Source: an optimization exercise on an open RTL-to-GDS flow (aim: small area). Production flows keep margins and buffers that such runs may drop. Where RTL was checked, it was by simulation tests only, not by an equivalence proof against the original. Power figures rest on the tool's default switching activity, not on a simulated workload.

fjord:
Design mcar_timer, start of the top module:
module mcar_timer (
    input  wire        clk,
    input  wire        rst,         
    input  wire [39:0] cmd,
    input  wire        cmd_valid,
    input  wire        tick,        
    input  wire [7:0]  flag0,       
    input  wire [7:0]  flag1,       
    output wire        busy,
    output wire [7:0]  result,
    output wire [7:0]  fault,
    output wire [5:0]  pin_dir,
    output wire [5:0]  pin_out,
    output wire [7:0]  cb_out,
    output reg         cb_strobe
);
    localparam [7:0] OP_CFGNM = 8'h01, OP_DELAY = 8'h02, OP_SETCB = 8'h03,
                     OP_MINIT = 8'h04, OP_CHDIR = 8'h05, OP_SETDC = 8'h06,
                     OP_ROT   = 8'h07, OP_STOP  = 8'h08, OP_UPDSF = 8'h09;
    localparam [1:0] S_TEST = 2'd0, S_ON = 2'd1, S_LOW = 2'd2, S_OFF = 2'd3;
    reg        t_run;          
    reg [7:0]  t_k;            
    reg        t_toie;
    reg        t_tov;
    reg        ovf_pend;
    reg [15:0] need1;          
    reg [15:0] isr_cnt;
    reg [15:0] poll_left;      
    reg [1:0]  tref, mref;
    reg [7:0]  cb;
    reg        mstop;
    reg [1:0]  res;
    reg        flt;
    reg        pdir;
    reg        ena0, ena1, pwm;
    reg        dpoll_act;
    reg        setdc_act;
    reg [3:0]  on_ms;
    reg [1:0]  setdc_ph;
    reg        rot_act;
    wire stack_empty = !dpoll_act && !setdc_act && !rot_act;
    assign busy    = !stack_empty || flt;
    assign result  = {6'd0, res};
    assign fault   = {7'd0, flt};
    assign pin_dir = {6{pdir}};
    assign pin_out = {pwm, ena1 ^ pdir, ena1, pwm, ena0 ^ pdir, ena0};
    assign cb_out  = cb_strobe ? cb : 8'd0;
    wire f0_up = |flag0;
    wire f1_up = |flag1;
    wire tflag_up = tref[0] ? f0_up : f1_up;
    wire mflag_up = mref[0] ? f0_up : f1_up;
    wire [7:0]  op  = cmd[39:32];
  ...
==> flow/config.mk <==
export PLATFORM = sky130hd
export DESIGN_NAME = mcar_timer
export DESIGN_NICKNAME = mcar_timer
export VERILOG_FILES = /design/flow/design.v
export SDC_FILE = /design/flow/constraint.sdc
export NUM_CORES = 4
export LEC_CHECK = 0
export CAP_MARGIN = 20
export CORE_MARGIN = 2
export CORE_UTILIZATION = 40
export SLEW_MARGIN = 20
==> flow/constraint.sdc <==
create_clock -name core_clock -period 14.0 [get_ports {clk}]
set_input_delay 2.8000 -clock core_clock [delete_from_list [all_inputs] [get_ports {clk}]]
set_output_delay 2.8000 -clock core_clock [all_outputs]
set_load 0.01 [all_outputs]
standard.sh (not shown) runs the stock make flow with config.mk's settings and CLKGATE_MAP_FILE= SYNTH_SCRIPT=/design/flow/synth_recipe.tcl, a recipe that flattens the netlist after the stock synthesis.
==> flow/flow/run.sh <==
#!/bin/bash
# Standard ORFS layout (the standard.sh, standard synthesis unchanged) with two
# changes: the port buffers use the smallest buffer cell, and CTS builds a small tree
# (one sink cluster, clkbuf_8, no dummy loads).
set -euo pipefail
export BUFFER_PORTS_ARGS="-buffer_cell sky130_fd_sc_hd__buf_1"
export CTS_ARGS="-sink_clustering_enable -repair_clock_nets -dont_use_dummy_load -sink_clustering_size 100 -sink_clustering_max_diameter 500 -buf_list sky130_fd_sc_hd__clkbuf_8"
bash standard.sh finish > standard_flow.log 2>&1
Modified inputs, xenon compared to fjord
diff --git a/flow/design.v b/flow/design.v
--- a/flow/design.v
+++ b/flow/design.v
@@ -82,47 +82,50 @@
     wire pct_oor, plan_oor;
     mt_gtk #(.W(8),  .K(8'd100))        u_pct_oor (.a(arg[7:0]), .gt(pct_oor));
     mt_gtk #(.W(32), .K(32'd2147450))   u_ms_oor  (.a(arg),      .gt(plan_oor));
     wire [3:0]  off_ms;
     mt_add #(4) u_off (.a(4'd10), .b(~on_ms), .ci(1'b1), .s(off_ms));
     wire [3:0]  sm_ms   = (setdc_ph == S_ON) ? on_ms : off_ms;
-    wire [21:0] m       = stack_empty ? arg[21:0] : {18'd0, sm_ms};
+    wire [21:0] m       = {arg[21:12], stack_empty ? arg[11:0] : {8'd0, sm_ms}};
     wire [28:0] px = {m, 7'd0};
     wire [28:0] py = {7'd0, m};
     wire [28:0] pz = ~{5'd0, m, 2'd0};
     wire [28:0] cs_s = px ^ py ^ pz;
     wire [28:0] cs_c = (px & py) | (px & pz) | (py & pz);
     wire [28:0] s;
     mt_add #(29) u_mul (.a(cs_s), .b({cs_c[27:0], 1'b0}), .ci(1'b0), .s(s));
-    wire        m_zero  = (m == 22'd0);
-    wire        short   = (m[21:6] == 16'd0) && (!m[5] || m[4:0] == 5'd0);
-    wire [15:0] plan_n1 = m_zero ? 16'd0 : s[27:12];
+    wire        lo_zero = (m[11:0] == 12'd0);
+    wire        m_zero  = lo_zero && (!stack_empty || m[21:12] == 10'd0);
+    wire        short   = !stack_empty ||
+                          ((m[21:6] == 16'd0) && (!m[5] || m[4:0] == 5'd0));
+    wire [15:0] plan_n1 = (m_zero || !stack_empty) ? 16'd0 : s[27:12];
     wire        lo_n7   = (s[2:0] != 3'd7);
     wire [8:0]  qx;
     mt_add #(9) u_q (.a(s[11:3]), .b(~{7'd0, short & lo_n7, short ^ lo_n7}), .ci(1'b1), .s(qx));
     wire        q_zero  = m_zero || (!short && s[11:3] == 9'd0 && lo_n7);
     wire [7:0]  plan_q  = q_zero ? 8'd0 : qx[8:1];
     wire [15:0] isr_inc;
     wire        isr_done_cnt;
-    mt_inc #(16) u_isr_inc (.a(isr_cnt), .s(isr_inc), .co());
+    mt_inc #(16) u_isr_inc (.a(isr_cnt), .ci(1'b1), .s(isr_inc), .co());
     mt_ge  #(16) u_isr_ge  (.a(isr_cnt), .b(need1), .ge(isr_done_cnt));
     wire [15:0] poll_dec;
     wire        poll_zero;
-    mt_inc #(16) u_poll (.a(poll_left), .s(poll_dec), .co(poll_zero));
+    mt_inc #(16) u_poll (.a(poll_left), .ci(1'b1), .s(poll_dec), .co(poll_zero));
     reg        n_run, n_toie, n_tov, n_pend, n_mstop, n_flt, n_pdir;
     reg        n_ena0, n_ena1, n_pwm, n_strobe;
     reg [7:0]  n_k, n_cb;
     reg [15:0] n_need1, n_isr_cnt, n_poll_left;
     reg [1:0]  n_tref, n_mref, n_res, n_ph;
     reg [3:0]  n_on;
     reg        n_dpoll, n_setdc, n_rot;
     reg        raise_fault, start;
     reg  [7:0] k_mux;
+    reg        k_tick;
     wire [7:0] k_dec;
-    wire       k_zero;
-    mt_inc #(8) u_k (.a(k_mux), .s(k_dec), .co(k_zero));
+    wire       k_ovf;
+    mt_inc #(8) u_k (.a(k_mux), .ci(k_tick), .s(k_dec), .co(k_ovf));
     always @(*) begin
         n_run       = t_run;
         n_k         = t_k;
         n_toie      = t_toie;
         n_tov       = t_tov;
         n_pend      = ovf_pend;
@@ -145,12 +148,13 @@
         n_on        = on_ms;
         n_ph        = setdc_ph;
         n_rot       = rot_act;
         raise_fault = 1'b0;
         start       = 1'b0;
         k_mux       = t_k;
+        k_tick      = 1'b0;
         if (flt) begin
         end else if (ovf_pend) begin
             n_pend = 1'b0;
             if (isr_done_cnt || tflag_up) begin
                 n_isr_cnt = 16'd0;
                 n_run     = 1'b0;
@@ -291,19 +295,18 @@
                 n_poll_left = ~plan_n1;
                 n_k         = ~plan_q;
                 n_run       = 1'b1;
                 n_dpoll     = 1'b1;
             end
             k_mux = n_k;
-            if (!raise_fault && tick && n_run) begin
-                if (k_zero) begin
-                    n_tov = 1'b1;
-                    if (t_toie) n_pend = 1'b1;
-                end
-                n_k = k_dec;
+            k_tick = !raise_fault && tick && n_run;
+            if (k_ovf) begin
+                n_tov = 1'b1;
+                if (t_toie) n_pend = 1'b1;
             end
+            n_k = k_dec;
         end
         if (raise_fault) n_flt = 1'b1;
     end
     always @(posedge clk) begin
         if (rst) begin
             t_run     <= 1'b0;
@@ -382,17 +385,18 @@
         assign b[i+1] = b[i] & ~a[i];
     end endgenerate
     assign z = b[W];
 endmodule
 module mt_inc #(parameter W = 8) (
     input  wire [W-1:0] a,
+    input  wire         ci,
     output wire [W-1:0] s,
     output wire         co
 );
     wire [W:0] c;
-    assign c[0] = 1'b1;
+    assign c[0] = ci;
     genvar i;
     generate for (i = 0; i < W; i = i + 1) begin : g
         assign s[i]   = a[i] ^ c[i];
         assign c[i+1] = c[i] & a[i];
     end endgenerate
     assign co = c[W];
==> results.txt <==
- For the global-route usage, xenon came in 0.35 points lower than fjord did.
- xenon vs. fjord: post-synthesis compound-gate area fraction moved down, post-detailed-routing wire length moved down, cell area moved down, area growth from synthesis to layout moved down, x dimension of the die moved down.
- Going from fjord to xenon, peak supply drop grew by a few percent.
- Fraction of power consumed by combinational cells sits lower in xenon than in fjord.
- Between fjord and xenon, the total power divided by cell area does not differ in any meaningful way.
- Sort fjord and xenon by setup slack of the critical path after layout, descending, and xenon comes first.
- Lower peak clock frequency supported by timing goes to fjord over xenon.
- xenon vs. fjord: synthesized cell count went down by about 1.8%.
- Lower power among fjord and xenon: xenon
For xenon, only the layout was checked, not whether the RTL still works.

==> static timing again, ports no longer ideal <==
In the flow no input, the clock included, has a driving cell. The finished layouts below were timed again as built, in two steps. Step 1, drivers: a clkbuf_16 drives clk and a buf_2 each remaining input, both assumed. Step 2 times the ports against the registers' clock, not the clock port: input delays grow and output delays shrink by t, the midpoint of the rising clock arrivals with the driver on. Slacks: ideal / step 1 / step 2; pairs: ideal / step 1.
run | t (ns) | setup WS [ns] | slew at the worst register clock pin (ns) | worst data-port slew with drivers (ns)
fjord | 0.406 | 0.374 / 0.387 / -0.019 | 0.10 / 0.10 | 0.04
xenon | 0.410 | 0.438 / 0.453 / 0.043 | 0.11 / 0.11 | 0.07
Met with ideal ports but missed after step 2: setup timing in fjord. For xenon, which loses most, drivers alone change the setup slack by +0.015 ns; drivers and shift together by -0.395 ns.
